This design comes from an exercise in tuning for small area on the open sky130 flow, not from production work.
In this exercise RTL edits were held to simulation tests only and were not proved equivalent to the original.
No activity file was given, so power comes from the tool's default toggle rates.

### flow/config.mk
export PLATFORM = sky130hd
export DESIGN_NAME = es51922_core
export DESIGN_NICKNAME = es51922_core
export VERILOG_FILES = /design/flow/design.v
export SDC_FILE = /design/flow/constraint.sdc
export NUM_CORES = 4
export LEC_CHECK = 0
export CAP_MARGIN = 20
export CORE_MARGIN = 2
export CORE_UTILIZATION = 40
export SLEW_MARGIN = 20
export SYNTH_HIERARCHICAL = 1
### flow/constraint.sdc
create_clock -name core_clock -period 8.0 [get_ports {clk}]
set_input_delay 1.6000 -clock core_clock [delete_from_list [all_inputs] [get_ports {clk}]]
set_output_delay 1.6000 -clock core_clock [all_outputs]
set_load 0.01 [all_outputs]
### flow/design.v
module es51922_core (
    input  wire        clk,
    input  wire        rst,
    input  wire        in_valid,
    input  wire [7:0]  in_len,
    input  wire [95:0] in_pkt,
    output reg         out_valid,
    output wire        out_err,
    output wire [2:0]  out_err_code,
    output wire [3:0]  out_err_lane,
    output wire [3:0]  out_mode,
    output wire [4:0]  out_unit,
    output wire [4:0]  out_disp_unit,
    output wire [1:0]  out_cur_kind,
    output wire [1:0]  out_peak,
    output wire [1:0]  out_op,
    output wire        out_rel,
    output wire        out_hold,
    output wire        out_batt,
    output wire        out_val_present,
    output wire [17:0] out_mant,
    output wire [2:0]  out_disp_prec,
    output wire [5:0]  out_val_exp,
    output wire        out_label_valid,
    output wire [3:0]  out_label
);
    wire [6:0] c_range = in_pkt[6:0];
    wire [6:0] c_dig4  = in_pkt[14:8];
    wire [6:0] c_dig3  = in_pkt[22:16];
    wire [6:0] c_dig2  = in_pkt[30:24];
    wire [6:0] c_dig1  = in_pkt[38:32];
    wire [6:0] c_dig0  = in_pkt[46:40];
    wire [6:0] c_func  = in_pkt[54:48];
    wire [6:0] c_stat  = in_pkt[62:56];
    wire [6:0] c_opt1  = in_pkt[70:64];
    wire [6:0] c_opt2  = in_pkt[78:72];
    wire [6:0] c_opt3  = in_pkt[86:80];
    wire [6:0] c_opt4  = in_pkt[94:88];
    localparam [3:0] F_VOLT = 4'hB, F_UA = 4'hD, F_MA = 4'hF, F_22A = 4'h0,
                     F_MAN  = 4'h9, F_RES = 4'h3, F_CONT = 4'h5, F_DIOD = 4'h1,
                     F_FREQ = 4'h2, F_CAP = 4'h6, F_TEMP = 4'h4, F_ADP = 4'hE,
                     F_DUTY = 4'hC, F_MISC = 4'h7, F_ETPL = 4'h8, F_EDIG = 4'hA;
    localparam [6:0] S_NONE = 7'h38, S_MALF = 7'h39, S_FUNC = 7'h3A,
                     S_RNG  = 7'h3B, S_CONF = 7'h3C,
                     S_T7 = 7'h47, S_T8 = 7'h40, S_T9 = 7'h41, S_T10 = 7'h42, S_T11 = 7'h43,
                     S_D1 = 7'h51, S_D2 = 7'h52, S_D3 = 7'h53, S_D4 = 7'h54, S_D5 = 7'h55;
    wire [3:0] fn = c_func[3:0];
    wire [2:0] rg = c_range[2:0];
    wire len_ok = (in_len == 8'd12);
    wire fn_ok  = (c_func[6:4] == 3'b011) &&
                  !(fn == 4'h7 || fn == 4'h8 || fn == 4'hA || fn == 4'hC);
    reg  rg_in;
    always @(*) begin
        case (fn)
            F_VOLT:                     rg_in = (rg <= 3'd4);
            F_UA, F_MA:                 rg_in = (rg <= 3'd1);
            F_22A, F_MAN, F_CONT, F_DIOD: rg_in = (rg == 3'd0);
            F_RES:                      rg_in = (rg <= 3'd6);
            F_ADP:                      rg_in = (rg <= 3'd3);
            default:                    rg_in = 1'b1;
        endcase
    end
    wire rg_ok = (fn == F_TEMP) || ((c_range[6:3] == 4'b0110) && rg_in);
    wire tm_stat = (c_stat[6:4] != 3'b011);
    wire tm_opt1 = (c_opt1[6:4] != 3'b011);
    wire tm_opt2 = (c_opt2[6:4] != 3'b011) || c_opt2[0];
    wire tm_opt3 = (c_opt3[6:4] != 3'b011);
    wire tm_opt4 = (c_opt4[6:3] != 4'b0110);
    wire f_judge = c_stat[3];
    wire f_sign  = c_stat[2];
    wire f_ol    = c_stat[0];
    wire f_ul    = c_opt2[3];
    wire f_dc    = c_opt3[3];
    wire f_ac    = c_opt3[2];
    wire f_vahz  = c_opt3[0];
    wire f_vbar  = c_opt4[2];
    wire conflict = f_ac && f_dc;
    wire dg4_bad = (c_dig4[6:4] != 3'b011) || (c_dig4[3] && (c_dig4[2] || c_dig4[1]));
    wire dg3_bad = (c_dig3[6:4] != 3'b011) || (c_dig3[3] && (c_dig3[2] || c_dig3[1]));
    wire dg2_bad = (c_dig2[6:4] != 3'b011) || (c_dig2[3] && (c_dig2[2] || c_dig2[1]));
    wire dg1_bad = (c_dig1[6:4] != 3'b011) || (c_dig1[3] && (c_dig1[2] || c_dig1[1]));
    wire dg0_bad = (c_dig0[6:4] != 3'b011) || (c_dig0[3] && (c_dig0[2] || c_dig0[1]));
    reg [6:0] code;
    reg       ok;
    always @(*) begin
        ok = 1'b0;
        if (!len_ok)       code = S_MALF;
        else if (!fn_ok)   code = S_FUNC;
        else if (!rg_ok)   code = S_RNG;
        else if (tm_stat)  code = S_T7;
        else if (tm_opt1)  code = S_T8;
        else if (tm_opt2)  code = S_T9;
        else if (tm_opt3)  code = S_T10;
        else if (tm_opt4)  code = S_T11;
        else if (conflict) code = S_CONF;
        else if (dg4_bad)  code = S_D1;
        else if (dg3_bad)  code = S_D2;
        else if (dg2_bad)  code = S_D3;
        else if (dg1_bad)  code = S_D4;
        else if (dg0_bad)  code = S_D5;
        else begin
            ok = 1'b1;
            if (f_vahz && !f_judge)                      code = {F_FREQ, 3'd1};
            else if ((f_vahz || fn == F_FREQ) && f_judge) code = {F_DUTY, 3'd1};
            else if (fn == F_TEMP)                       code = {F_TEMP, 1'b0, !f_vbar, f_vbar};
            else                                         code = {fn, rg};
        end
    end
    wire label_n = (fn == F_MAN || fn == F_ADP) && !f_vahz;
    wire op_n    = f_ul || f_ol;
    wire vp_n    = ok && !label_n && !op_n;
    wire [3:0] d4 = c_dig4[3:0], d3 = c_dig3[3:0], d2 = c_dig2[3:0],
               d1 = c_dig1[3:0], d0 = c_dig0[3:0];
    wire s = f_sign;
    wire [17:0] mant_n;
    wire x1 = d1[3] | d1[1];
    wire x2 = d2[3] | d2[2];
    wire r3_5_3 = (~d3[0] & d3[2]) | (d3[0] & ~d3[2]);
    wire r3_6_4 = (~d3[0] & d3[1]) | (~d3[0] & d3[3]) | (d3[0] & ~d3[1] & ~d3[2] & ~d3[3]) | (d3[1] & d3[2]);
    wire r3_7_5 = (d3[0] & ~d3[1] & ~d3[3]) | (~d3[1] & d3[2]) | (d3[1] & ~d3[2]);
    wire r3_8_6 = (~d3[0] & ~d3[1] & ~d3[2] & ~d3[3]);
    wire r3_13_7 = (d3[2]) | (d3[3]);
    wire hs8, hc9;
  es51922_ha uhs8 (.a(d1[0]), .b(d0[1]), .s(hs8), .co(hc9));
    wire fs10, fc11;
  es51922_fa ufs10 (.a(d2[0]), .b(d1[1]), .c(d0[2]), .s(fs10), .co(fc11));
    wire hs12, hc13;
  es51922_ha uhs12 (.a(hc9), .b(fs10), .s(hs12), .co(hc13));
    wire fs14, fc15;
  es51922_fa ufs14 (.a(d2[1]), .b(d1[2]), .c(d1[0]), .s(fs14), .co(fc15));
    wire fs16, fc17;
  es51922_fa ufs16 (.a(d0[3]), .b((d3[0])), .c(fc11), .s(fs16), .co(fc17));
    wire fs18, fc19;
  es51922_fa ufs18 (.a(fs14), .b(hc13), .c(fs16), .s(fs18), .co(fc19));
    wire fs20, fc21;
  es51922_fa ufs20 (.a(d4[0]), .b(d2[2]), .c((d3[1])), .s(fs20), .co(fc21));
    wire fs22, fc23;
  es51922_fa ufs22 (.a(x1), .b(fc15), .c(fs20), .s(fs22), .co(fc23));
    wire fs24, fc25;
  es51922_fa ufs24 (.a(fc17), .b(fs22), .c(fc19), .s(fs24), .co(fc25));
    wire fs26, fc27;
  es51922_fa ufs26 (.a(d4[1]), .b(d2[3]), .c(d2[0]), .s(fs26), .co(fc27));
    wire fs28, fc29;
  es51922_fa ufs28 (.a(d1[2]), .b(r3_5_3), .c(fc21), .s(fs28), .co(fc29));
    wire fs30, fc31;
  es51922_fa ufs30 (.a(fs26), .b(fc23), .c(fs28), .s(fs30), .co(fc31));
    wire hs32, hc33;
  es51922_ha uhs32 (.a(fs30), .b(fc25), .s(hs32), .co(hc33));
    wire fs34, fc35;
  es51922_fa ufs34 (.a(d4[2]), .b(d2[1]), .c(d2[0]), .s(fs34), .co(fc35));
    wire fs36, fc37;
  es51922_fa ufs36 (.a(d1[3]), .b(r3_6_4), .c(fc27), .s(fs36), .co(fc37));
    wire fs38, fc39;
  es51922_fa ufs38 (.a(fs34), .b(fc29), .c(fs36), .s(fs38), .co(fc39));
    wire fs40, fc41;
  es51922_fa ufs40 (.a(fc31), .b(fs38), .c(hc33), .s(fs40), .co(fc41));
    wire fs42, fc43;
  es51922_fa ufs42 (.a(d4[3]), .b(d2[2]), .c(d2[1]), .s(fs42), .co(fc43));
    wire fs44, fc45;
  es51922_fa ufs44 (.a(r3_7_5), .b(fc35), .c(fs42), .s(fs44), .co(fc45));
    wire fs46, fc47;
  es51922_fa ufs46 (.a(fc37), .b(fs44), .c(fc39), .s(fs46), .co(fc47));
    wire hs48, hc49;
  es51922_ha uhs48 (.a(fs46), .b(fc41), .s(hs48), .co(hc49));
    wire fs50, fc51;
  es51922_fa ufs50 (.a(~d4[0]), .b(x2), .c(r3_8_6), .s(fs50), .co(fc51));
    wire fs52, fc53;
  es51922_fa ufs52 (.a(fc43), .b(fs50), .c(fc45), .s(fs52), .co(fc53));
    wire fs54, fc55;
  es51922_fa ufs54 (.a(fs52), .b(fc47), .c(hc49), .s(fs54), .co(fc55));
    wire fs56, fc57;
  es51922_fa ufs56 (.a(~d4[1]), .b(d2[3]), .c(fc51), .s(fs56), .co(fc57));
    wire fs58, fc59;
  es51922_fa ufs58 (.a(fs56), .b(fc53), .c(fc55), .s(fs58), .co(fc59));
    wire fs60, fc61;
  es51922_fa ufs60 (.a(~d4[2]), .b((d3[0])), .c(fc57), .s(fs60), .co(fc61));
    wire hs62, hc63;
  es51922_ha uhs62 (.a(fs60), .b(fc59), .s(hs62), .co(hc63));
    wire fs64, fc65;
  es51922_fa ufs64 (.a(~d4[3]), .b(d4[0]), .c((d3[1])), .s(fs64), .co(fc65));
    wire fs66, fc67;
  es51922_fa ufs66 (.a(fs64), .b(fc61), .c(hc63), .s(fs66), .co(fc67));
    wire fs68, fc69;
  es51922_fa ufs68 (.a(d4[1]), .b((~d3[2])), .c(fc65), .s(fs68), .co(fc69));
    wire hs70, hc71;
  es51922_ha uhs70 (.a(fs68), .b(fc67), .s(hs70), .co(hc71));
    wire fs72, fc73;
  es51922_fa ufs72 (.a(d4[2]), .b(~d4[0]), .c(r3_13_7), .s(fs72), .co(fc73));
    wire fs74, fc75;
  es51922_fa ufs74 (.a(fs72), .b(fc69), .c(hc71), .s(fs74), .co(fc75));
    wire fs76, fc77;
  es51922_fa ufs76 (.a(d4[3]), .b(~d4[1]), .c(d4[0]), .s(fs76), .co(fc77));
    wire fs78, fc79;
  es51922_fa ufs78 (.a(fs76), .b(fc73), .c(fc75), .s(fs78), .co(fc79));
    wire fs80, fc81;
  es51922_fa ufs80 (.a(~d4[2]), .b(d4[1]), .c(fc77), .s(fs80), .co(fc81));
    wire hs82, hc83;
  es51922_ha uhs82 (.a(fs80), .b(fc79), .s(hs82), .co(hc83));
    wire tp84 = ~d4[3] ^ d4[2] ^ fc81 ^ hc83;
    wire [16:0] mag = {tp84,hs82,fs78,fs74,hs70,fs66,hs62,fs58,fs54,hs48,fs40,hs32,fs24,fs18,hs12,hs8,d0[0]};
    wire [17:0] ng;
    assign ng[0] = 1'b0;
    genvar gi;
    generate for (gi = 1; gi < 18; gi = gi + 1) begin : g_neg
        assign ng[gi] = ng[gi-1] | (s & mag[gi-1]);
    end endgenerate
    assign mant_n = {1'b0, mag} ^ ng;
    reg  [6:0]  r_code;      
    reg  [1:0]  r_cur, r_peak, r_op;
    reg         r_rel, r_hold, r_batt;
    reg  [17:0] r_mant;
    wire [1:0] cur_n  = f_dc ? 2'd1 : (f_ac ? 2'd2 : 2'd0);
    wire [1:0] peak_n = c_opt1[3] ? 2'd1 : (c_opt1[2] ? 2'd2 : 2'd0);
    wire [1:0] opv_n  = f_ul ? 2'd1 : (f_ol ? 2'd2 : 2'd0);
    always @(posedge clk) begin
        if (rst) begin
            out_valid <= 1'b0;
            r_code    <= 7'd0;
            r_cur     <= 2'd0;
            r_peak    <= 2'd0;
            r_op      <= 2'd0;
            r_rel     <= 1'b0;
            r_hold    <= 1'b0;
            r_batt    <= 1'b0;
            r_mant    <= 18'd0;
        end else begin
            out_valid <= in_valid;
            if (in_valid) begin
                r_code <= code ^ S_NONE;
                r_cur  <= ok ? cur_n  : 2'd0;
                r_peak <= ok ? peak_n : 2'd0;
                r_op   <= ok ? opv_n  : 2'd0;
                r_rel  <= ok & c_opt1[1];
                r_hold <= ok & c_opt4[1];
                r_batt <= ok & c_stat[1];
                r_mant <= vp_n ? mant_n : 18'd0;
            end
        end
    end
    assign out_cur_kind = r_cur;
    assign out_peak     = r_peak;
    assign out_op       = r_op;
    assign out_rel      = r_rel;
    assign out_hold     = r_hold;
    assign out_batt     = r_batt;
    assign out_mant     = r_mant;
    wire [1:0] e_lab;
    es51922_dec u_dec (
        .code(r_code), .op(r_op), .err(out_err), .err_code(out_err_code), .err_lane(out_err_lane),
        .mode(out_mode), .unit(out_unit), .disp_unit(out_disp_unit),
        .label_valid(out_label_valid), .lab(e_lab), .vp(out_val_present),
        .prec(out_disp_prec), .vexp(out_val_exp));
    assign out_label       = {2'b00, e_lab};
endmodule
module es51922_fa(input a, input b, input c, output s, output co);
  assign s = a ^ b ^ c;
  assign co = (a & b) | (a & c) | (b & c);
endmodule
module es51922_ha(input a, input b, output s, output co);
  assign s = a ^ b;
  assign co = a & b;
endmodule
module es51922_dec (
    input  wire [6:0] code,
    input  wire [1:0] op,
    output wire err,
    output wire [2:0] err_code,
    output wire [3:0] err_lane,
    output wire [3:0] mode,
    output wire [4:0] unit,
    output wire [4:0] disp_unit,
    output wire label_valid,
    output wire [1:0] lab,
    output wire vp,
    output wire [2:0] prec,
    output wire [5:0] vexp
);
    wire num; wire [2:0] prec_t; wire [5:0] vexp_t;
    assign err = (code[3] & code[5] & code[6]) | (code[1] & ~code[3] & ~code[5]) | (code[2] & ~code[3] & ~code[5]) | (code[0] & ~code[3] & ~code[5] & ~code[6]);
    assign err_code[0] = (code[2] & ~code[3] & ~code[5]) | (code[0] & ~code[3] & ~code[5] & ~code[6]);
    assign err_code[1] = (code[1] & ~code[3] & ~code[5]) | (code[3] & ~code[4] & code[5] & code[6]);
    assign err_code[2] = (code[3] & code[5] & code[6]) | (code[2] & ~code[3] & ~code[5]);
    assign err_lane[0] = (code[0] & ~code[1] & ~code[3] & ~code[5] & ~code[6]) | (code[0] & code[3] & code[5] & code[6]);
    assign err_lane[1] = (code[0] & ~code[1] & ~code[3] & ~code[5] & ~code[6]) | (code[1] & code[3] & code[5] & code[6]) | (code[2] & ~code[3] & ~code[5]) | (~code[0] & code[1] & ~code[3] & ~code[5]);
    assign err_lane[2] = (code[0] & ~code[1] & ~code[3] & ~code[5] & ~code[6]) | (~code[0] & code[1] & ~code[3] & ~code[5]) | (code[2] & code[3] & code[6]);
    assign err_lane[3] = (code[0] & ~code[1] & ~code[3] & ~code[5] & ~code[6]) | (code[2] & ~code[3] & ~code[5]) | (~code[2] & code[3] & code[4] & code[5] & code[6]);
    assign mode[0] = (code[3] & code[5] & ~code[6]) | (~code[3] & code[4] & code[6]) | (~code[3] & ~code[5] & code[6]) | (code[4] & ~code[5]);
    assign mode[1] = (code[3] & ~code[5] & ~code[6]) | (code[4] & ~code[5] & ~code[6]) | (~code[3] & ~code[4] & code[5] & ~code[6]);
    assign mode[2] = (code[3] & ~code[4] & ~code[6]) | (code[3] & ~code[5] & ~code[6]) | (~code[3] & code[4] & code[5] & ~code[6]);
    assign mode[3] = (code[3] & ~code[5] & code[6]);
    assign unit[0] = (code[4] & code[5] & ~code[6]) | (code[3] & code[5] & ~code[6]) | (code[3] & code[4] & ~code[6]) | (~code[3] & code[6]);
    assign unit[1] = (code[3] & code[4] & code[5] & ~code[6]) | (~code[3] & code[4] & code[6]) | (~code[3] & ~code[5] & code[6]) | (~code[3] & code[4] & ~code[5]) | (~code[3] & ~code[4] & code[5] & ~code[6]);
    assign unit[2] = (~code[3] & code[4] & ~code[5] & ~code[6]) | (code[3] & ~code[4] & ~code[5] & ~code[6]) | (~code[3] & ~code[4] & code[5] & ~code[6]);
    assign unit[3] = (code[3] & ~code[4] & ~code[6]);
    assign unit[4] = (code[3] & code[4] & ~code[5]);
    assign disp_unit[0] = (~code[1] & ~code[2] & code[3] & ~code[6]) | (code[1] & code[2] & code[3] & ~code[6]) | (code[1] & ~code[2] & ~code[3] & code[5]) | (~code[3] & code[4] & ~code[5] & code[6]) | (code[0] & code[2] & code[3] & ~code[6]) | (code[0] & ~code[2] & ~code[3] & code[5]) | (code[4] & code[5] & ~code[6]) | (code[3] & code[4] & ~code[6]) | (~code[2] & ~code[3] & ~code[4] & code[5] & code[6]);
    assign disp_unit[1] = (code[2] & code[3] & ~code[6]) | (code[1] & code[3] & ~code[4] & ~code[6]) | (~code[2] & ~code[3] & ~code[4] & code[5] & ~code[6]) | (code[2] & ~code[3] & code[6]) | (code[3] & code[4] & code[5] & ~code[6]) | (~code[3] & code[4] & ~code[5] & ~code[6]);
    assign disp_unit[2] = (~code[3] & ~code[5] & code[6]) | (~code[2] & ~code[3] & ~code[4] & code[5] & ~code[6]) | (~code[3] & code[4] & ~code[5]) | (code[3] & ~code[4] & ~code[5] & ~code[6]);
    assign disp_unit[3] = (code[3] & ~code[4] & ~code[6]) | (code[2] & code[5] & ~code[6]);
    assign disp_unit[4] = (code[3] & code[4] & ~code[5]);
    assign label_valid = (~code[3] & code[4] & code[5] & code[6]) | (code[3] & ~code[4] & ~code[5] & code[6]);
    assign lab[0] = (code[0] & code[3] & ~code[4] & ~code[5] & code[6]);
    assign lab[1] = (code[1] & ~code[5] & code[6]);
    assign num = (code[3] & ~code[6]) | (~code[3] & ~code[4] & code[5]) | (code[4] & ~code[5]) | (~code[3] & ~code[5] & code[6]) | (code[5] & ~code[6]);
    assign prec_t[0] = (code[0] & code[4] & ~code[5]) | (code[0] & code[2] & code[5] & ~code[6]) | (code[0] & ~code[3] & code[5] & code[6]) | (~code[0] & code[1] & ~code[2] & code[5] & ~code[6]) | (code[3] & code[4] & code[5] & ~code[6]) | (~code[0] & code[1] & code[2] & ~code[5]) | (code[0] & ~code[1] & code[3] & code[5] & ~code[6]) | (~code[0] & ~code[3] & ~code[4] & ~code[5] & code[6]) | (~code[1] & code[2] & code[3] & code[5] & ~code[6]) | (code[0] & code[1] & ~code[2] & code[3] & ~code[5] & ~code[6]) | (~code[0] & ~code[1] & ~code[2] & code[3] & ~code[5] & ~code[6]);
    assign prec_t[1] = (code[1] & ~code[2] & code[5] & ~code[6]) | (~code[0] & code[1] & code[2]) | (~code[0] & code[4] & ~code[5]) | (~code[0] & ~code[1] & ~code[2] & code[3] & ~code[6]) | (~code[3] & ~code[4] & ~code[5] & code[6]) | (code[0] & ~code[1] & code[2] & code[5] & ~code[6]) | (code[0] & code[1] & code[3] & ~code[5] & ~code[6]) | (code[2] & ~code[3] & code[6]) | (~code[0] & code[2] & code[3] & ~code[5]) | (~code[0] & code[1] & ~code[3] & code[6]) | (code[0] & ~code[1] & ~code[3] & code[5] & code[6]) | (~code[0] & ~code[2] & ~code[4] & code[5] & ~code[6]) | (code[0] & ~code[2] & code[3] & ~code[4] & ~code[5] & ~code[6]);
    assign prec_t[2] = (code[0] & ~code[1] & ~code[2] & ~code[3] & code[5] & ~code[6]) | (code[0] & ~code[1] & code[2] & ~code[5]) | (~code[3] & code[4] & code[5] & ~code[6]) | (~code[0] & ~code[1] & code[2] & ~code[3] & code[5] & ~code[6]) | (~code[0] & code[1] & ~code[2] & code[3] & ~code[4] & ~code[5] & ~code[6]) | (~code[0] & ~code[1] & ~code[2] & ~code[4] & code[5] & code[6]);
    assign vexp_t[0] = (code[0] & code[4] & ~code[5]) | (code[3] & code[4] & code[5] & ~code[6]) | (code[0] & code[3] & ~code[6]) | (code[2] & ~code[3] & code[6]) | (code[0] & ~code[3] & code[5]) | (code[0] & ~code[3] & code[6]);
    assign vexp_t[1] = (code[3] & code[4] & ~code[5]) | (code[2] & ~code[3] & code[6]) | (code[4] & ~code[5] & ~code[6]) | (code[1] & code[3] & ~code[5] & ~code[6]) | (~code[3] & ~code[4] & ~code[5] & code[6]) | (~code[1] & ~code[4] & code[5] & ~code[6]) | (code[1] & ~code[3] & code[6]);
    assign vexp_t[2] = (code[3] & code[4] & ~code[5]) | (~code[2] & ~code[3] & ~code[4] & code[5] & code[6]) | (code[1] & code[2] & ~code[4] & code[5]) | (code[4] & ~code[6]) | (~code[2] & code[3] & ~code[5] & ~code[6]) | (~code[1] & ~code[2] & code[5] & ~code[6]);
    assign vexp_t[3] = (code[2] & code[3] & ~code[5]) | (code[4] & ~code[5]) | (~code[3] & ~code[4] & code[6]) | (~code[1] & ~code[2] & code[5] & ~code[6]);
    assign vexp_t[4] = (code[3] & ~code[5] & ~code[6]) | (code[4] & ~code[5]) | (~code[3] & ~code[4] & code[6]) | (~code[1] & ~code[2] & code[5] & ~code[6]);
    assign vexp_t[5] = (code[3] & ~code[5] & ~code[6]) | (code[4] & ~code[5]) | (~code[3] & ~code[4] & code[6]) | (~code[1] & ~code[2] & code[5] & ~code[6]);
    assign vp   = num & (op == 2'd0);
    assign prec = vp ? prec_t : 3'd0;
    assign vexp = vp ? vexp_t : 6'd0;
endmodule
### flow/flow/run.sh
#!/bin/bash
# The standard layout (standard.sh) with three changes:
#  - synthesis runs the standard flow's own synthesis script, but its final ABC mapping
#    uses flow/area.abc (area-oriented: &deepsyn restructuring for up to 150 s
#    per module, then area-recovering mapping; no ABC buffering or upsizing);
#  - ports are buffered with buf_1;
#  - the clock tree is built from clkbuf_4 cells, without dummy loads.
# Full tool output: standard_flow.log here, and ORFS's per-step logs in orfs/logs/.
set -euo pipefail
here=$(pwd)
{
  head -n 1 synth_recipe.tcl
  cat <<'T'
proc abc {args} {
  set i [lsearch -exact $args -script]
  if {$i >= 0} { lset args [expr {$i+1}] $::env(FLOW_ABC_SCRIPT) }
  yosys abc {*}$args
}
T
  tail -n +2 synth_recipe.tcl
} > synth_area.tcl
export FLOW_ABC_SCRIPT="$here/flow/area.abc"
bash standard.sh \
  "SYNTH_SCRIPT=$here/synth_area.tcl" \
  "BUFFER_PORTS_ARGS=-buffer_cell sky130_fd_sc_hd__buf_1" \
  "CTS_ARGS=-sink_clustering_enable -repair_clock_nets -dont_use_dummy_load -buf_list sky130_fd_sc_hd__clkbuf_4 -root_buf sky130_fd_sc_hd__clkbuf_4 -sink_clustering_size 10 -sink_clustering_max_diameter 60" \
  finish > standard_flow.log 2>&1
### flow/flow/area.abc
&get -n
&st
&deepsyn -T 150 -J 2000
&dch -f
&nf -R 1000 -p -C 32 -F 8
&put
topo
stime -c
### flow/standard.sh
#!/bin/bash
# synth_recipe.tcl (not shown) runs the flow's synth.tcl, then flattens the netlist and writes it again
# the make line also repeats each setting of config.mk as NAME=value (left out here)
make -C /OpenROAD-flow-scripts/flow DESIGN_CONFIG=/design/flow/config.mk WORK_HOME=/design/flow/orfs CLKGATE_MAP_FILE= SYNTH_SCRIPT=/design/flow/synth_recipe.tcl "${@:-finish}"
==> results of run 1 <==
flip-flops by register name, summed over array words and instances, names as in the netlist:
signal     count
r_mant        18
r_code         7
r_cur          2
r_op           2
r_peak         2
out_valid      1
r_batt         1
r_hold         1
r_rel          1
layout by cell type, fill, tap and decap left out, types with 5 or more instances in the layout:
cell type / Yosys / routed
nand4b_1: 5 / 5
nand2b_1: 10 / 10
a22o_1: 15 / 15
buf_1: 0 / 152
xnor2_1: 9 / 9
ha_1: 7 / 7
nor2_1: 32 / 31
nand2_1: 36 / 36
a21oi_1: 21 / 21
a21o_1: 11 / 11
nor3_1: 9 / 9
clkbuf_4: 0 / 5
clkinv_1: 13 / 13
and3_1: 5 / 5
or2_0: 5 / 5
o21ai_0: 24 / 24
a32o_1: 15 / 15
dfxtp_1: 35 / 35
nand3_1: 18 / 18
fa_1: 31 / 31
nor2b_1: 9 / 9
layer usage:
metal | track usage, % | wire [um] | vias to the layer above
met5 | 0 | 0 | -
met4 | 3.73 | 80 | 0
met3 | 4.07 | 590 | 10
met2 | 40.5 | 4610 | 115
met1 | 26.3 | 3720 | 1581
li1 | - | - | 1656
how the worst max path moves through the flow:
stage	end	slack, ns	cells after the start
4_1_cts	r_mant[16]	0.81	20
6_report	r_mant[16]	0.83	20
5_1_grt	r_mant[16]	0.56	20
3_5_place_dp	r_mant[16]	0.45	20
3_3_place_gp	r_mant[16]	0.52	20
2_1_floorplan	r_mant[16]	0.84	18
per-module statistics from Yosys (local to each module, per instance):
module / flops+latches / cells / times used / cell area, sq um
es51922_core: 35 / 218 / 1 / 1850
es51922_ha: 0 / 1 / 7 / 12.5
es51922_dec: 0 / 104 / 1 / 563
es51922_fa: 0 / 1 / 31 / 20.0
cell type report:
| cell class | count | area share, % |
|---|---|---|
| well taps | 102 | 3.30 |
| flip-flops and latches | 35 | 18.1 |
| repair buffers | 154 | 15.2 |
| multi-input cells | 309 | 61.2 |
| inverters | 13 | 1.26 |
| clock buffers | 5 | 0.972 |
where the power goes:
group	internal [uW]	switching (uW)	total (uW)
Combinational	120	143	263
Clock	29.4	52.4	81.8
Sequential	175	1.34	176
stage by stage:
step	power, uW	utilization [%]	instances	cell area (sq um)	setup slack [ns]
after floorplan	368	-	361	3130	0.841
after global placement	439	49.9	613	3820	0.524
after detailed placement	448	50.0	613	3830	0.448
after CTS	532	50.5	618	3860	0.809
after global routing	576	50.5	618	3860	0.561
final	520	50.5	618	3860	0.827
kinds of logic (layout without fill, tap and decap cells):
kind of cell | count (synthesis) | in the layout | synth area share [%]
adder cells (fa/ha/maj) | 38 | 38 | 22.7
AO/OA/AOI/OAI | 115 | 115 | 26.2
other | 1 | 2 | 0.120
multiplexers | 1 | 1 | 0.360
flip-flops | 35 | 35 | 22.4
buffers and inverters | 17 | 172 | 2.52
XOR/XNOR | 10 | 10 | 2.80
AND/OR/NAND/NOR | 143 | 143 | 22.9
==> results.yml, run 1 <==
cells_and_area:
  multi_input_area_sq_um: 2360
  antennaDiodeCount: 0
  area.sequential_sq_um: 701
  layout-drive-gt1-share_pct: 1.74
  fin_nets: 663
  syn_to_final_growth_pct: 23.7
  nFillCells: 787
grt:
  grtUsageTotal_pct: 21.8
  antenna_found_initial: 0
  grt_pass1_vias: 3317
  grt_pass1_wl_mm: 15.3
  overflow: 0
  grt_start_max_net_pins: 34
detailed_routing:
  drc: 0
  drt_iter0_markers: 151
  dr.pass1.iters: 5
  avgViaCountPerCell: 5.44
  drt-total-wl_mm: 9.01
  postRouteAntennaNets: 0
  routedWlPerCell_um: 14.6
  via_count: 3362
setup_path:
  critPathTopFamily: "adder cells"
  r2r_cells: 1
  startpoint_type: "primary input"
  crit_chain: "buf_1, fa_1, fa_1, fa_1, fa_1, ha_1, fa_1, ha_1, fa_1, fa_1, ha_1, fa_1, ha_1, fa_1, fa_1, ha_1, xnor2_1, xnor2_1, nand3_1, a32o_1"
  critPathLaunch: "in_pkt[24]"
  r2r_start: "r_code[2]"
  crit_fanout: 3
  r2r_end: "r_code[2]"
  cpMostUsedCell: "fa_1"
  critical_path_buf_inv_count: 1
  cp.arrival_ns: 7.40
  worst_setup_path_end_kind: "register"
  crit_slowest_cell: "fa_1"
  rrSetupSlack_ns: 7.09
  slowest_delay_ns: 0.45
  crit_type: "primary input to register"
  cp.required_ns: 8.23
floorplan:
  ios: 172
  dieArea_sq_um: 8530
  die_h_um: 92.4
  fp.coreArea_sq_um: 7650
  die_width_um: 92.4
  row_count: 32
  start_util_pct: 40.9
clock_tree:
  post_cts_buffers: 0
  cts_tree: "built"
  cts_root_buffer: "clkbuf_4"
  h-tree-depth: 2
  clock_sinks: 35
  clk_pin_slew_worst_paths_ns: 0.11
  cts_resized: 0
  holdBufCountCts: 0
  numCtsBuffers: 5
  clk_path_buf_depth: 2
  clk-insertion-delay-late_ns: 0.30
timing:
  tightest_slew_ns: 0.800
  slew_headroom_pct: 46.5
  setup_tns_ns: 0
  finalSetupViolCount: 0
  holdWs_ns: 0.472
  rsz0062_at_grt: "no"
  fin_skew_ns: 0
  final_hold_viol_count: 0
  maxSlewViolCount: 0
  max_freq_mhz: 139
  period_share_pct: 89.7
  min_period_ns: 7.17
synthesis:
  synth.distinct_cells: 44
  synth_edf_count: 0
  ys_seq_area_share_pct: 22.4
  synth-seq-cells: 35
  postSynthAreaPerCell_sq_um: 8.68
  yosys_warnings: 7
  synthArstFlopShare_pct: 0
  synthFlopType: "dfxtp_1"
  netlist_top_cells_count: "nand2_1 (36), dfxtp_1 (35), nor2_1 (32)"
  synth_top_area_share_pct: 22.4
  synth_most_common_cell: "nand2_1"
  synth_top_area_cell: "dfxtp_1"
  syn_inst: 360
  netlist_area_sq_um: 3120
  ys_top_cells_by_area: "dfxtp_1 (22%), fa_1 (20%), a32o_1 (4.8%)"
worst_hold_path:
  holdPathEnd: "r_peak[1]"
  min_path_cells: 1
  worstHoldPathType: "register to register"
  min-delay-start: "r_peak[1]"
power_and_ir_drop:
  leakage_uw: 0.00140
  p_per_area_nw_per_um2: 135
  vdd_drop_max_mv: 0.121
run_status:
  status: "no timing/DRC/antenna violations"
placed_design:
  io_buffers: 152
  routabilityCongestion: 0.896
  dp.final_hpwl_mm: 7.37
run:
  drv_cap: 0
==> run 2: changes to the inputs <==
--- a/flow/design.v
+++ b/flow/design.v
@@ -43,3 +43,3 @@
     localparam [6:0] S_NONE = 7'h38, S_MALF = 7'h39, S_FUNC = 7'h3A,
-                     S_RNG  = 7'h3B, S_CONF = 7'h3C,
+                     S_RNG  = 7'h3B, S_CONF = 7'h44,
                      S_T7 = 7'h47, S_T8 = 7'h40, S_T9 = 7'h41, S_T10 = 7'h42, S_T11 = 7'h43,
@@ -278,13 +278,13 @@
     wire num; wire [2:0] prec_t; wire [5:0] vexp_t;
-    assign err = (code[3] & code[5] & code[6]) | (code[1] & ~code[3] & ~code[5]) | (code[2] & ~code[3] & ~code[5]) | (code[0] & ~code[3] & ~code[5] & ~code[6]);
-    assign err_code[0] = (code[2] & ~code[3] & ~code[5]) | (code[0] & ~code[3] & ~code[5] & ~code[6]);
+    assign err = (code[3] & code[5] & code[6]) | (code[1] & ~code[3] & ~code[5]) | (code[0] & ~code[3] & ~code[5] & ~code[6]);
+    assign err_code[0] = (~code[1] & code[2] & code[4]) | (code[0] & ~code[3] & ~code[5] & ~code[6]);
     assign err_code[1] = (code[1] & ~code[3] & ~code[5]) | (code[3] & ~code[4] & code[5] & code[6]);
-    assign err_code[2] = (code[3] & code[5] & code[6]) | (code[2] & ~code[3] & ~code[5]);
+    assign err_code[2] = (code[3] & code[5] & code[6]);
     assign err_lane[0] = (code[0] & ~code[1] & ~code[3] & ~code[5] & ~code[6]) | (code[0] & code[3] & code[5] & code[6]);
-    assign err_lane[1] = (code[0] & ~code[1] & ~code[3] & ~code[5] & ~code[6]) | (code[1] & code[3] & code[5] & code[6]) | (code[2] & ~code[3] & ~code[5]) | (~code[0] & code[1] & ~code[3] & ~code[5]);
-    assign err_lane[2] = (code[0] & ~code[1] & ~code[3] & ~code[5] & ~code[6]) | (~code[0] & code[1] & ~code[3] & ~code[5]) | (code[2] & code[3] & code[6]);
-    assign err_lane[3] = (code[0] & ~code[1] & ~code[3] & ~code[5] & ~code[6]) | (code[2] & ~code[3] & ~code[5]) | (~code[2] & code[3] & code[4] & code[5] & code[6]);
+    assign err_lane[1] = (code[2] & code[4]) | (code[0] & ~code[1] & ~code[3] & ~code[5] & ~code[6]) | (code[1] & code[3] & code[5] & code[6]) | (~code[0] & code[1] & ~code[3] & ~code[5]);
+    assign err_lane[2] = (code[0] & code[2] & code[4]) | (code[0] & ~code[1] & ~code[3] & ~code[5] & ~code[6]) | (code[2] & code[3] & ~code[4] & code[6]) | (~code[0] & code[1] & ~code[3] & ~code[5]);
+    assign err_lane[3] = (code[0] & ~code[1] & ~code[3] & ~code[5] & ~code[6]) | (~code[1] & code[2] & code[4]) | (~code[2] & code[3] & code[4] & code[5] & code[6]);
     assign mode[0] = (code[3] & code[5] & ~code[6]) | (~code[3] & code[4] & code[6]) | (~code[3] & ~code[5] & code[6]) | (code[4] & ~code[5]);
     assign mode[1] = (code[3] & ~code[5] & ~code[6]) | (code[4] & ~code[5] & ~code[6]) | (~code[3] & ~code[4] & code[5] & ~code[6]);
-    assign mode[2] = (code[3] & ~code[4] & ~code[6]) | (code[3] & ~code[5] & ~code[6]) | (~code[3] & code[4] & code[5] & ~code[6]);
+    assign mode[2] = (code[3] & ~code[5] & ~code[6]) | (~code[3] & code[4] & code[5] & ~code[6]) | (code[3] & ~code[4] & ~code[6]);
     assign mode[3] = (code[3] & ~code[5] & code[6]);
@@ -296,5 +296,5 @@
     assign disp_unit[0] = (~code[1] & ~code[2] & code[3] & ~code[6]) | (code[1] & code[2] & code[3] & ~code[6]) | (code[1] & ~code[2] & ~code[3] & code[5]) | (~code[3] & code[4] & ~code[5] & code[6]) | (code[0] & code[2] & code[3] & ~code[6]) | (code[0] & ~code[2] & ~code[3] & code[5]) | (code[4] & code[5] & ~code[6]) | (code[3] & code[4] & ~code[6]) | (~code[2] & ~code[3] & ~code[4] & code[5] & code[6]);
-    assign disp_unit[1] = (code[2] & code[3] & ~code[6]) | (code[1] & code[3] & ~code[4] & ~code[6]) | (~code[2] & ~code[3] & ~code[4] & code[5] & ~code[6]) | (code[2] & ~code[3] & code[6]) | (code[3] & code[4] & code[5] & ~code[6]) | (~code[3] & code[4] & ~code[5] & ~code[6]);
+    assign disp_unit[1] = (code[1] & code[3] & ~code[4] & ~code[6]) | (code[3] & code[4] & code[5] & ~code[6]) | (code[2] & ~code[3] & code[6]) | (code[2] & code[3] & ~code[6]) | (~code[2] & ~code[3] & ~code[4] & code[5] & ~code[6]) | (~code[3] & code[4] & ~code[5] & ~code[6]);
     assign disp_unit[2] = (~code[3] & ~code[5] & code[6]) | (~code[2] & ~code[3] & ~code[4] & code[5] & ~code[6]) | (~code[3] & code[4] & ~code[5]) | (code[3] & ~code[4] & ~code[5] & ~code[6]);
-    assign disp_unit[3] = (code[3] & ~code[4] & ~code[6]) | (code[2] & code[5] & ~code[6]);
+    assign disp_unit[3] = (code[2] & ~code[6]) | (code[3] & ~code[4] & ~code[6]);
     assign disp_unit[4] = (code[3] & code[4] & ~code[5]);
@@ -303,10 +303,10 @@
     assign lab[1] = (code[1] & ~code[5] & code[6]);
-    assign num = (code[3] & ~code[6]) | (~code[3] & ~code[4] & code[5]) | (code[4] & ~code[5]) | (~code[3] & ~code[5] & code[6]) | (code[5] & ~code[6]);
+    assign num = (code[5] & ~code[6]) | (code[3] & ~code[6]) | (code[4] & ~code[5]) | (~code[3] & ~code[4] & code[6]);
     assign prec_t[0] = (code[0] & code[4] & ~code[5]) | (code[0] & code[2] & code[5] & ~code[6]) | (code[0] & ~code[3] & code[5] & code[6]) | (~code[0] & code[1] & ~code[2] & code[5] & ~code[6]) | (code[3] & code[4] & code[5] & ~code[6]) | (~code[0] & code[1] & code[2] & ~code[5]) | (code[0] & ~code[1] & code[3] & code[5] & ~code[6]) | (~code[0] & ~code[3] & ~code[4] & ~code[5] & code[6]) | (~code[1] & code[2] & code[3] & code[5] & ~code[6]) | (code[0] & code[1] & ~code[2] & code[3] & ~code[5] & ~code[6]) | (~code[0] & ~code[1] & ~code[2] & code[3] & ~code[5] & ~code[6]);
-    assign prec_t[1] = (code[1] & ~code[2] & code[5] & ~code[6]) | (~code[0] & code[1] & code[2]) | (~code[0] & code[4] & ~code[5]) | (~code[0] & ~code[1] & ~code[2] & code[3] & ~code[6]) | (~code[3] & ~code[4] & ~code[5] & code[6]) | (code[0] & ~code[1] & code[2] & code[5] & ~code[6]) | (code[0] & code[1] & code[3] & ~code[5] & ~code[6]) | (code[2] & ~code[3] & code[6]) | (~code[0] & code[2] & code[3] & ~code[5]) | (~code[0] & code[1] & ~code[3] & code[6]) | (code[0] & ~code[1] & ~code[3] & code[5] & code[6]) | (~code[0] & ~code[2] & ~code[4] & code[5] & ~code[6]) | (code[0] & ~code[2] & code[3] & ~code[4] & ~code[5] & ~code[6]);
-    assign prec_t[2] = (code[0] & ~code[1] & ~code[2] & ~code[3] & code[5] & ~code[6]) | (code[0] & ~code[1] & code[2] & ~code[5]) | (~code[3] & code[4] & code[5] & ~code[6]) | (~code[0] & ~code[1] & code[2] & ~code[3] & code[5] & ~code[6]) | (~code[0] & code[1] & ~code[2] & code[3] & ~code[4] & ~code[5] & ~code[6]) | (~code[0] & ~code[1] & ~code[2] & ~code[4] & code[5] & code[6]);
+    assign prec_t[1] = (code[1] & ~code[2] & code[5] & ~code[6]) | (~code[0] & code[1] & code[2]) | (~code[0] & code[4] & ~code[5]) | (~code[0] & ~code[1] & ~code[2] & code[3] & ~code[6]) | (~code[3] & ~code[4] & ~code[5] & code[6]) | (code[0] & ~code[1] & code[2] & code[5] & ~code[6]) | (code[0] & code[1] & code[3] & ~code[5] & ~code[6]) | (code[2] & ~code[3] & code[6]) | (~code[0] & code[2] & ~code[5]) | (~code[0] & code[1] & ~code[3] & code[6]) | (code[0] & ~code[1] & ~code[3] & code[5] & code[6]) | (~code[0] & ~code[2] & ~code[4] & code[5] & ~code[6]) | (code[0] & ~code[2] & code[3] & ~code[4] & ~code[5] & ~code[6]);
+    assign prec_t[2] = (code[0] & ~code[1] & ~code[2] & ~code[3] & code[5] & ~code[6]) | (code[0] & ~code[1] & code[2] & ~code[5]) | (~code[3] & code[4] & code[5] & ~code[6]) | (~code[0] & code[1] & ~code[2] & code[3] & ~code[4] & ~code[5] & ~code[6]) | (~code[0] & ~code[1] & code[2] & ~code[3] & ~code[6]) | (~code[0] & ~code[1] & ~code[2] & ~code[4] & code[5] & code[6]);
     assign vexp_t[0] = (code[0] & code[4] & ~code[5]) | (code[3] & code[4] & code[5] & ~code[6]) | (code[0] & code[3] & ~code[6]) | (code[2] & ~code[3] & code[6]) | (code[0] & ~code[3] & code[5]) | (code[0] & ~code[3] & code[6]);
-    assign vexp_t[1] = (code[3] & code[4] & ~code[5]) | (code[2] & ~code[3] & code[6]) | (code[4] & ~code[5] & ~code[6]) | (code[1] & code[3] & ~code[5] & ~code[6]) | (~code[3] & ~code[4] & ~code[5] & code[6]) | (~code[1] & ~code[4] & code[5] & ~code[6]) | (code[1] & ~code[3] & code[6]);
+    assign vexp_t[1] = (~code[1] & code[2] & ~code[3]) | (code[3] & code[4] & ~code[5]) | (code[4] & ~code[5] & ~code[6]) | (code[1] & code[3] & ~code[5] & ~code[6]) | (~code[3] & ~code[4] & ~code[5] & code[6]) | (~code[1] & ~code[4] & code[5] & ~code[6]) | (code[1] & ~code[3] & code[6]);
     assign vexp_t[2] = (code[3] & code[4] & ~code[5]) | (~code[2] & ~code[3] & ~code[4] & code[5] & code[6]) | (code[1] & code[2] & ~code[4] & code[5]) | (code[4] & ~code[6]) | (~code[2] & code[3] & ~code[5] & ~code[6]) | (~code[1] & ~code[2] & code[5] & ~code[6]);
-    assign vexp_t[3] = (code[2] & code[3] & ~code[5]) | (code[4] & ~code[5]) | (~code[3] & ~code[4] & code[6]) | (~code[1] & ~code[2] & code[5] & ~code[6]);
+    assign vexp_t[3] = (code[4] & ~code[5]) | (code[2] & ~code[5]) | (~code[3] & ~code[4] & code[6]) | (~code[1] & ~code[2] & code[5] & ~code[6]);
     assign vexp_t[4] = (code[3] & ~code[5] & ~code[6]) | (code[4] & ~code[5]) | (~code[3] & ~code[4] & code[6]) | (~code[1] & ~code[2] & code[5] & ~code[6]);
--- a/flow/flow/run.sh
+++ b/flow/flow/run.sh
@@ -6,3 +6,4 @@
 #  - ports are buffered with buf_1;
-#  - the clock tree is built from clkbuf_4 cells, without dummy loads.
+#  - the clock tree (clkbuf_4 root, clkbuf_8 leaf buffers) is built without
+#    dummy loads.
 # Full tool output: standard_flow.log here, and ORFS's per-step logs in orfs/logs/.
@@ -25,3 +26,3 @@
   "BUFFER_PORTS_ARGS=-buffer_cell sky130_fd_sc_hd__buf_1" \
-  "CTS_ARGS=-sink_clustering_enable -repair_clock_nets -dont_use_dummy_load -buf_list sky130_fd_sc_hd__clkbuf_4 -root_buf sky130_fd_sc_hd__clkbuf_4 -sink_clustering_size 10 -sink_clustering_max_diameter 60" \
+  "CTS_ARGS=-sink_clustering_enable -repair_clock_nets -dont_use_dummy_load -root_buf sky130_fd_sc_hd__clkbuf_4 -buf_list sky130_fd_sc_hd__clkbuf_8 -sink_clustering_buffer sky130_fd_sc_hd__clkbuf_8 -sink_clustering_size 10 -sink_clustering_max_diameter 60" \
   finish > standard_flow.log 2>&1
==> run 2 against run 1 <==
Critical path type unchanged; synthesized area fell by 0.52%; clock power barely moved; worst setup slack got worse by 0.088 ns; sequential cell count did not move; combinational power barely moved; first-iteration DRC count rose by 9.9%; critical path depth fell by 1; largest cell class unchanged; count of clock-buffer cells in the layout did not move.
==> results.yml, run 2 <==
placed_design:
  routabilityCongestion: 0.876
  placed_cells_incl_taps: 614
  io_buffers: 152
  dp.final_hpwl_mm: 7.18
detailed_routing:
  avgViaCountPerCell: 5.35
  via_count: 3311
  drt_iter0_markers: 166
  routedWlPerCell_um: 14.3
  drt-total-wl_mm: 8.83
  postRouteAntennaNets: 0
  dr.pass1.iters: 4
  drc: 0
synthesis:
  synth_top_area_cell: "dfxtp_1"
  synthFlopType: "dfxtp_1"
  syn_inst: 361
  synth_top_area_share_pct: 22.5
  synth.distinct_cells: 43
  netlist_area_sq_um: 3110
  synth_most_common_cell: "nand2_1"
  synth_edf_count: 0
  postSynthAreaPerCell_sq_um: 8.61
  synth-seq-cells: 35
  ys_seq_area_share_pct: 22.5
  netlist_top_cells_count: "nand2_1 (38), dfxtp_1 (35), nor2_1 (35)"
  synthArstFlopShare_pct: 0
  yosys_warnings: 7
  ys_top_cells_by_area: "dfxtp_1 (23%), fa_1 (20%), a22o_1 (5.1%)"
clock_tree:
  clock_sinks: 35
  clk_path_buf_depth: 2
  holdBufCountCts: 0
  h-tree-depth: 2
  cts_tree: "built"
  numCtsBuffers: 5
  cts_resized: 0
  cts_root_buffer: "clkbuf_4"
  clk-insertion-delay-late_ns: 0.32
  post_cts_buffers: 0
  clk_pin_slew_worst_paths_ns: 0.09
power_and_ir_drop:
  seqPwrFrac_pct: 33.8
  power_frac_clock_pct: 15.8
  leakage_uw: 0.00135
  p_sw_uw: 197
  vdd_drop_max_mv: 0.0616
  p_total_uw: 520
  p_per_area_nw_per_um2: 136
  internal_power_uw: 323
  comb_power_share_pct: 50.5
  switching_share_pct: 37.9
timing:
  maxSlewViolCount: 0
  max_freq_mhz: 138
  fin_skew_ns: 0
  rsz0062_at_grt: "no"
  period_share_pct: 90.8
  min_period_ns: 7.26
  slew_headroom_pct: 36.8
  finalSetupViolCount: 0
  final_hold_viol_count: 0
  tightest_slew_ns: 0.938
  setup_tns_ns: 0
floorplan:
  start_util_pct: 40.9
  ios: 172
  fp.coreArea_sq_um: 7610
  die_width_um: 92.1
  die_h_um: 92.1
  row_count: 32
  dieArea_sq_um: 8490
cells_and_area:
  layout_commonest_cell: "buf_1"
  antennaDiodeCount: 0
  regMostFlops: "r_mant"
  fin_cells: 619
  syn_to_final_growth_pct: 23.5
  fin_nets: 664
  layout_common_cells: "buf_1 (152), nand2_1 (38), dfxtp_1 (35)"
  layout-drive-gt1-share_pct: 1.74
  top_regs: "r_mant x18, r_code x7"
  nFillCells: 789
  largest_reg_flops: 18
setup_path:
  r2r_cells: 1
  cp.arrival_ns: 7.48
  crit_type: "primary input to register"
  startpoint_type: "primary input"
  rrSetupSlack_ns: 6.94
  crit_fanout: 3
  r2r_end: "r_code[3]"
  r2r_start: "r_code[3]"
  cp.required_ns: 8.22
  worst_setup_path_end_kind: "register"
run_status:
  status: "no timing/DRC/antenna violations"
worst_hold_path:
  min-delay-start: "r_peak[1]"
  worstHoldPathType: "register to register"
  min_path_cells: 1
  holdPathEnd: "r_peak[1]"
run:
  drv_cap: 0
grt:
  grt_pass1_wl_mm: 14.5
  grt_start_max_net_pins: 34
  antenna_found_initial: 0
  grt_pass1_vias: 3021
  grtUsageTotal_pct: 20.8
  overflow: 0
==> run 2: layer usage <==
| metal | global-route usage (%) | wire length (um) | vias up |
|---|---|---|---|
| met2 | 30.6 | 3780 | 137 |
| met5 | 0 | 0 | - |
| li1 | - | - | 1665 |
| met3 | 3.04 | 566 | 11 |
| met4 | 4.35 | 86 | 0 |
| met1 | 32.2 | 4400 | 1498 |
==> run 2: power by group through the flow <==
stage	sequential, uW	combinational (uW)	clock (uW)
after global placement	180	258	0
after floorplan	180	189	0
after CTS	176	266	87.1
final	176	263	82.0
after global routing	176	300	94.4
after detailed placement	180	264	0
==> run 2: per-module statistics from Yosys, one instance, submodules excluded <==
| module | cell area [sq um] | cells inside |
|---|---|---|
| es51922_core | 1850 | 217 |
| es51922_dec | 554 | 106 |
| es51922_fa | 20.0 | 1 |
| es51922_ha | 12.5 | 1 |
==> run 2: worst max path at each step <==
stage,startpoint,to,slack (ns),cells past startpoint
floorplan,in_pkt[24],r_mant[16],0.84,18
global placement,in_pkt[24],r_mant[16],0.45,20
detailed placement,in_pkt[24],r_mant[16],0.35,20
CTS,in_pkt[24],r_mant[17],0.74,20
global route,in_pkt[24],r_mant[17],0.55,20
finish,in_pkt[24],r_mant[17],0.74,19
==> run 2: logic make-up after synthesis <==
family / synth area share [%]
simple gates: 22.8
other cells: 0.121
buf+inv: 2.90
flops: 22.5
compound gates: 25.7
fa+ha+maj: 22.8
xor+xnor: 3.10
==> run 2: area by class of cell <==
class	count	area, sq um	area share (%)
clock buffers	5	37.5	0.978
inverters	16	60.1	1.57
multi-input cells	307	2330	60.6
flip-flops and latches	35	701	18.3
well taps	102	128	3.33
repair buffers	154	586	15.3
==> run 2: critical path, cell delays in order <==
cell    delay (ns)
buf_1         0.15
fa_1          0.46
fa_1          0.48
fa_1          0.39
fa_1          0.38
ha_1          0.20
fa_1          0.36
ha_1          0.20
fa_1          0.38
fa_1          0.38
ha_1          0.20
fa_1          0.36
ha_1          0.20
fa_1          0.38
fa_1          0.37
ha_1          0.34
a21o_1        0.20
a21o_1        0.20
a32o_1        0.25
==> run 2: stage by stage <==
step | utilization (%) | instance area, sq um | hold WS, ns | worst slack, ns
2_1_floorplan | - | 3110 | 0.511 | 0.841
3_3_place_gp | 49.9 | 3800 | 0.449 | 0.447
3_5_place_dp | 50.0 | 3800 | 0.454 | 0.347
4_1_cts | 50.4 | 3840 | 0.483 | 0.742
5_1_grt | 50.4 | 3840 | 0.499 | 0.550
6_report | 50.4 | 3840 | 0.476 | 0.740
==> run 3: changes to the inputs <==
--- a/flow/flow/run.sh
+++ b/flow/flow/run.sh
@@ -6,4 +6,3 @@
 #  - ports are buffered with buf_1;
-#  - the clock tree (clkbuf_4 root, clkbuf_8 leaf buffers) is built without
-#    dummy loads.
+#  - the clock tree is built from clkbuf_4 cells, without dummy loads.
 # Full tool output: standard_flow.log here, and ORFS's per-step logs in orfs/logs/.
@@ -26,3 +25,3 @@
   "BUFFER_PORTS_ARGS=-buffer_cell sky130_fd_sc_hd__buf_1" \
-  "CTS_ARGS=-sink_clustering_enable -repair_clock_nets -dont_use_dummy_load -root_buf sky130_fd_sc_hd__clkbuf_4 -buf_list sky130_fd_sc_hd__clkbuf_8 -sink_clustering_buffer sky130_fd_sc_hd__clkbuf_8 -sink_clustering_size 10 -sink_clustering_max_diameter 60" \
+  "CTS_ARGS=-sink_clustering_enable -repair_clock_nets -dont_use_dummy_load -buf_list sky130_fd_sc_hd__clkbuf_4 -root_buf sky130_fd_sc_hd__clkbuf_4 -sink_clustering_size 8 -sink_clustering_max_diameter 40" \
   finish > standard_flow.log 2>&1
==> run 3 against run 2 <==
Worst hold slack unchanged; synthesized cell count unchanged; synthesized area is the same; worst setup slack did not move; register-to-register slack hardly changed; maximum frequency did not move; largest power group unchanged; wire length stayed put; sequential share of layout area unchanged; cell count stayed put; clock power about the same; count of clock-buffer cells in the layout unchanged; largest cell class unchanged.
==> results.yml, run 3 <==
setup_path:
  rrSetupSlack_ns: 6.94
  startpoint_type: "primary input"
  cp.arrival_ns: 7.48
  worst_setup_path_end_kind: "register"
  r2r_cells: 1
  crit_type: "primary input to register"
  r2r_start: "r_code[3]"
  r2r_end: "r_code[3]"
  crit_fanout: 3
  cp.required_ns: 8.22
synthesis:
  synth_top_family_by_area: "compound AO/OA/AOI/OAI gates"
  synth_xor_area_share_pct: 3.10
  synth_top_area_cell: "dfxtp_1"
  netlist_top_cells_count: "nand2_1 (38), dfxtp_1 (35), nor2_1 (35)"
  synth.mux.area_fraction_pct: 0
  syn_inst: 361
  synth_most_common_cell: "nand2_1"
  synth-seq-cells: 35
  synth.distinct_cells: 43
  synth_adder_area_share_pct: 22.8
  ys_top_cells_by_area: "dfxtp_1 (23%), fa_1 (20%), a22o_1 (5.1%)"
  synth_top_area_share_pct: 22.5
  synthArstFlopShare_pct: 0
  synthFlopType: "dfxtp_1"
  netlist_area_sq_um: 3110
  synth_simple_gate_area_share_pct: 22.8
  yosys_warnings: 7
  synth_edf_count: 0
  ys_seq_area_share_pct: 22.5
  postSynthAreaPerCell_sq_um: 8.61
  synth-compound-area-share_pct: 25.7
run_status:
  status: "no timing/DRC/antenna violations"
grt:
  grt_pass1_vias: 3021
  antenna_found_initial: 0
  overflow: 0
  grt_start_max_net_pins: 34
  grt_util_met1_pct: 32.2
  top_usage_layer: "met1"
  grt_pass1_wl_mm: 14.5
  grtUsageTotal_pct: 20.8
  met2_usage_pct: 30.6
  grt_use_met3_pct: 3.04
clock_tree:
  h-tree-depth: 2
  clk_pin_slew_worst_paths_ns: 0.09
  cts_root_buffer: "clkbuf_4"
  clock_sinks: 35
  cts_tree: "built"
  post_cts_buffers: 0
  holdBufCountCts: 0
  numCtsBuffers: 5
  clk_path_buf_depth: 2
  clk-insertion-delay-late_ns: 0.32
  cts_resized: 0
power_and_ir_drop:
  leakage_uw: 0.00135
  vdd_drop_max_mv: 0.0616
  p_per_area_nw_per_um2: 136
timing:
  tightest_slew_ns: 0.938
  maxSlewViolCount: 0
  max_freq_mhz: 138
  finalSetupViolCount: 0
  slew_headroom_pct: 36.8
  setup_tns_ns: 0
  fin_skew_ns: 0
  final_hold_viol_count: 0
  rsz0062_at_grt: "no"
  period_share_pct: 90.8
  min_period_ns: 7.26
floorplan:
  ios: 172
  die_h_um: 92.1
  die_width_um: 92.1
  row_count: 32
  dieArea_sq_um: 8490
  start_util_pct: 40.9
  fp.coreArea_sq_um: 7610
detailed_routing:
  avgViaCountPerCell: 5.35
  drc: 0
  drt-total-wl_mm: 8.83
  postRouteAntennaNets: 0
  dr.pass1.iters: 4
  via_count: 3311
  routedWlPerCell_um: 14.3
  drt_iter0_markers: 166
cells_and_area:
  fin_cells: 619
  antennaDiodeCount: 0
  regMostFlops: "r_mant"
  layout_commonest_cell: "buf_1"
  layout_common_cells: "buf_1 (152), nand2_1 (38), dfxtp_1 (35)"
  layout-drive-gt1-share_pct: 1.74
  nFillCells: 789
  largest_reg_flops: 18
  top_regs: "r_mant x18, r_code x7"
  fin_nets: 664
  syn_to_final_growth_pct: 23.5
worst_hold_path:
  holdPathEnd: "r_peak[1]"
  min-delay-start: "r_peak[1]"
  min_path_cells: 1
  worstHoldPathType: "register to register"
placed_design:
  dp.final_hpwl_mm: 7.18
  placed_cells_incl_taps: 614
  io_buffers: 152
  routabilityCongestion: 0.876
run:
  drv_cap: 0
run 3: stage by stage:
step | hold WS [ns] | worst slack [ns] | util, % | area, sq um | power, uW
2_1_floorplan | 0.511 | 0.841 | - | 3110 | 369
3_3_place_gp | 0.449 | 0.447 | 49.9 | 3800 | 438
3_5_place_dp | 0.454 | 0.347 | 50.0 | 3800 | 444
4_1_cts | 0.483 | 0.742 | 50.4 | 3840 | 529
5_1_grt | 0.499 | 0.550 | 50.4 | 3840 | 570
6_report | 0.476 | 0.740 | 50.4 | 3840 | 520
run 3: cells by family (layout without fill, tap and decap cells):
| family | Yosys count | count (layout) |
|---|---|---|
| compound gates | 111 | 111 |
| xor+xnor | 11 | 11 |
| fa+ha+maj | 38 | 38 |
| buf+inv | 20 | 175 |
| flops | 35 | 35 |
| other cells | 1 | 2 |
| simple gates | 145 | 145 |
run 3: layout make-up:
class                      instances  area [sq um]  area share (%)
clock buffer                       5          37.5           0.978
timing repair buffer             154           586            15.3
multi-input combinational        307          2330            60.6
sequential                        35           701            18.3
tap                              102           128            3.33
inverter                          16          60.1            1.57
run 3: worst max path at each step:
stage	from	end	slack (ns)
6_report	in_pkt[24]	r_mant[17]	0.74
5_1_grt	in_pkt[24]	r_mant[17]	0.55
4_1_cts	in_pkt[24]	r_mant[17]	0.74
3_5_place_dp	in_pkt[24]	r_mant[16]	0.35
3_3_place_gp	in_pkt[24]	r_mant[16]	0.45
2_1_floorplan	in_pkt[24]	r_mant[16]	0.84
run 3: critical path, cell delays in order:
cell and delay, ns:
buf_1 0.15, fa_1 0.46, fa_1 0.48, fa_1 0.39, fa_1 0.38, ha_1 0.20
fa_1 0.36, ha_1 0.20, fa_1 0.38, fa_1 0.38, ha_1 0.20, fa_1 0.36
ha_1 0.20, fa_1 0.38, fa_1 0.37, ha_1 0.34, a21o_1 0.20, a21o_1 0.20
a32o_1 0.25
run 3: where the power goes:
part           total, uW  switching [uW]  internal [uW]
logic                263             143            119
clock network       82.0            52.6           29.4
registers            176           0.970            175
run 3: Yosys stat by module, one instance, submodules excluded:
module        area, sq um  cells inside
es51922_core         1850           217
es51922_dec           554           106
es51922_fa           20.0             1
es51922_ha           12.5             1
run 3: per-layer routing:
| layer | routed length (um) | part of all wire (%) |
|---|---|---|
| met1 | 4400 | 50 |
| met2 | 3780 | 43 |
| met4 | 86 | 0.97 |
| met3 | 566 | 6.4 |
| met5 | 0 | 0 |
==> run 4: changes to the inputs <==
--- a/flow/flow/run.sh
+++ b/flow/flow/run.sh
@@ -25,3 +25,3 @@
   "BUFFER_PORTS_ARGS=-buffer_cell sky130_fd_sc_hd__buf_1" \
-  "CTS_ARGS=-sink_clustering_enable -repair_clock_nets -dont_use_dummy_load -buf_list sky130_fd_sc_hd__clkbuf_4 -root_buf sky130_fd_sc_hd__clkbuf_4 -sink_clustering_size 8 -sink_clustering_max_diameter 40" \
+  "CTS_ARGS=-sink_clustering_enable -repair_clock_nets -dont_use_dummy_load -buf_list sky130_fd_sc_hd__clkbuf_4 -root_buf sky130_fd_sc_hd__clkbuf_4 -sink_clustering_size 10 -sink_clustering_max_diameter 60" \
   finish > standard_flow.log 2>&1
==> run 4 against run 3 <==
Synthesized cell count unchanged; die area stayed put; utilization is the same; sequential cell count stayed put; power is the same; clock power about the same; register-to-register slack is essentially flat; combinational power hardly changed; count of clock-buffer cells in the layout did not move.
==> results.yml, run 4 <==
run_status:
  status: "no timing/DRC/antenna violations"
detailed_routing:
  drt-total-wl_mm: 8.83
  drc: 0
  postRouteAntennaNets: 0
  route.met3.wl_um: 566
  routed.top_layer: "met4"
  dr.pass1.iters: 4
  routedWlPerCell_um: 14.3
  wl_met1_mm: 4.40
  avgViaCountPerCell: 5.35
  drt_iter0_markers: 166
  wl_met2_mm: 3.78
  via_count: 3311
power_and_ir_drop:
  leakage_uw: 0.00135
  vdd_drop_max_mv: 0.0616
  p_per_area_nw_per_um2: 136
synthesis:
  ys_top_cells_by_area: "dfxtp_1 (23%), fa_1 (20%), a22o_1 (5.1%)"
  netlist_top_cells_count: "nand2_1 (38), dfxtp_1 (35), nor2_1 (35)"
  synth-compound-area-share_pct: 25.7
  postSynthAreaPerCell_sq_um: 8.61
  synth.mux.area_fraction_pct: 0
  synthArstFlopShare_pct: 0
  synth_edf_count: 0
  synth_simple_gate_area_share_pct: 22.8
  synth_adder_area_share_pct: 22.8
  ys_seq_area_share_pct: 22.5
  synth_top_area_cell: "dfxtp_1"
  synth_most_common_cell: "nand2_1"
  synth_top_family_by_area: "compound AO/OA/AOI/OAI gates"
  yosys_warnings: 7
  synth_xor_area_share_pct: 3.10
  synth_top_area_share_pct: 22.5
  synth.distinct_cells: 43
  synth-seq-cells: 35
  netlist_area_sq_um: 3110
  synthFlopType: "dfxtp_1"
  syn_inst: 361
clock_tree:
  clk_pin_slew_worst_paths_ns: 0.09
  cts_tree: "built"
  cts_root_buffer: "clkbuf_4"
  numCtsBuffers: 5
  h-tree-depth: 2
  clk_path_buf_depth: 2
  post_cts_buffers: 0
  clk-insertion-delay-late_ns: 0.32
  clock_sinks: 35
  holdBufCountCts: 0
  cts_resized: 0
floorplan:
  row_count: 32
  ios: 172
  start_util_pct: 40.9
  fp.coreArea_sq_um: 7610
  die_h_um: 92.1
  die_width_um: 92.1
  dieArea_sq_um: 8490
setup_path:
  cp.arrival_ns: 7.48
  slowest_delay_ns: 0.48
  critPathTopFamily: "adder cells"
  crit_fanout: 3
  crit_type: "primary input to register"
  cp.required_ns: 8.22
  worst_setup_path_end_kind: "register"
  crit_slowest_cell: "fa_1"
  critical_path_buf_inv_count: 1
  cpMostUsedCell: "fa_1"
  startpoint_type: "primary input"
  crit_chain: "buf_1, fa_1, fa_1, fa_1, fa_1, ha_1, fa_1, ha_1, fa_1, fa_1, ha_1, fa_1, ha_1, fa_1, fa_1, ha_1, a21o_1, a21o_1, a32o_1"
timing:
  period_share_pct: 90.8
  max_freq_mhz: 138
  min_period_ns: 7.26
  tightest_slew_ns: 0.938
  fin_skew_ns: 0
  finalSetupViolCount: 0
  setup_tns_ns: 0
  slew_headroom_pct: 36.8
  maxSlewViolCount: 0
  rsz0062_at_grt: "no"
  final_hold_viol_count: 0
grt:
  antenna_found_initial: 0
  grt_start_max_net_pins: 34
  grt_pass1_wl_mm: 14.5
  grtUsageTotal_pct: 20.8
  overflow: 0
  grt_pass1_vias: 3021
cells_and_area:
  fin_area_sq_um: 3840
  fin_nets: 664
  area.sequential_sq_um: 701
  largest_reg_flops: 18
  top_regs: "r_mant x18, r_code x7"
  multi_input_area_sq_um: 2330
  regMostFlops: "r_mant"
  antennaDiodeCount: 0
  nFillCells: 789
  layout_commonest_cell: "buf_1"
  syn_to_final_growth_pct: 23.5
  layout-drive-gt1-share_pct: 1.74
  layout_common_cells: "buf_1 (152), nand2_1 (38), dfxtp_1 (35)"
worst_hold_path:
  worstHoldPathType: "register to register"
placed_design:
  routabilityCongestion: 0.876
  place_area_sq_um: 3800
  dp.final_hpwl_mm: 7.18
  io_buffers: 152
run:
  drv_cap: 0
run 4: cell counts in the layout (fill, tap and decap cells not counted):
No cell type changed its count.
run 4: logic make-up after synthesis:
logic type                 after synthesis
other                                    1
adders and majority gates               38
xor gates and xnor gates                11
and+or+nand+nor                        145
AOI/OAI and AO/OA                      111
buffers and inverters                   20
DFF                                     35
run 4: layout make-up:
cell class,count,share of cell area [%]
inverter,16,1.57
tap,102,3.33
multi-input combinational,307,60.6
sequential,35,18.3
timing repair buffer,154,15.3
clock buffer,5,0.978
run 4: worst paths after layout:
path                    from    endpoint  slack, ns  depth (start not counted)
hold / removal     r_peak[1]   r_peak[1]       0.48                          1
setup reg to reg   r_code[3]   r_code[3]       6.94                          1
hold reg to reg    r_peak[1]   r_peak[1]       0.48                          1
setup / recovery  in_pkt[24]  r_mant[17]       0.74                         19
run 4: Yosys stat by module (local to each module, per instance):
| module | flip-flops and latches | copies in the design | cells | area [sq um] |
|---|---|---|---|---|
| es51922_core | 35 | 1 | 217 | 1850 |
| es51922_dec | 0 | 1 | 106 | 554 |
| es51922_fa | 0 | 31 | 1 | 20.0 |
| es51922_ha | 0 | 7 | 1 | 12.5 |
run 4: stage by stage:
stage	utilization, %	hold WS, ns	total power, uW	cells	setup slack [ns]
6_report	50.4	0.476	520	619	0.740
4_1_cts	50.4	0.483	529	619	0.742
5_1_grt	50.4	0.499	570	619	0.550
2_1_floorplan	-	0.511	369	362	0.841
3_5_place_dp	50.0	0.454	444	614	0.347
3_3_place_gp	49.9	0.449	438	614	0.447
run 4: metal layers:
metal	up-vias	GRT usage [%]
met3	11	3.04
met1	1498	32.2
met5	-	0
met4	0	4.35
li1	1665	-
met2	137	30.6
run 4: power breakdown:
group / switching, uW / internal (uW) / leakage [uW] / total [uW]
logic: 143 / 119 / 0.00105 / 263
registers: 0.970 / 175 / 0.000282 / 176
clock network: 52.6 / 29.4 / 0.0000230 / 82.0
total: 197 / 323 / 0.00135 / 520

==> afterwards: timing with drivers on the ports <==
The flow's constraints put no driver on any port. The routed layouts listed below were extracted and timed again, unchanged, in two steps.
Step 1: set_driving_cell puts a clkbuf_16 on clk and a buf_2 on each other input, an assumption about the parent block.
Step 2, shift: input delay + t, output delay - t, t = (earliest + latest rising clock arrival at the registers) / 2. This alone moves slack from input paths to output paths.
a / b / c = no drivers / after step 1 / after step 2; a / b = the first two.
run	shift t [ns]	setup WS [ns]	worst hold slack (ns)	latest minus earliest clock arrival (ns)	worst register clock-pin slew, ns
run 1	0.337	0.827 / 0.821 / 0.484	0.472 / 0.472 / 0.472	0.025 / 0.025	0.11 / 0.11
run 2	0.349	0.740 / 0.736 / 0.387	0.476 / 0.476 / 0.476	0.040 / 0.040	0.12 / 0.12
run 3	0.349	0.740 / 0.736 / 0.387	0.476 / 0.476 / 0.476	0.040 / 0.040	0.12 / 0.12
run 4	0.349	0.740 / 0.736 / 0.387	0.476 / 0.476 / 0.476	0.040 / 0.040	0.12 / 0.12
After both steps every run listed still meets setup and hold.
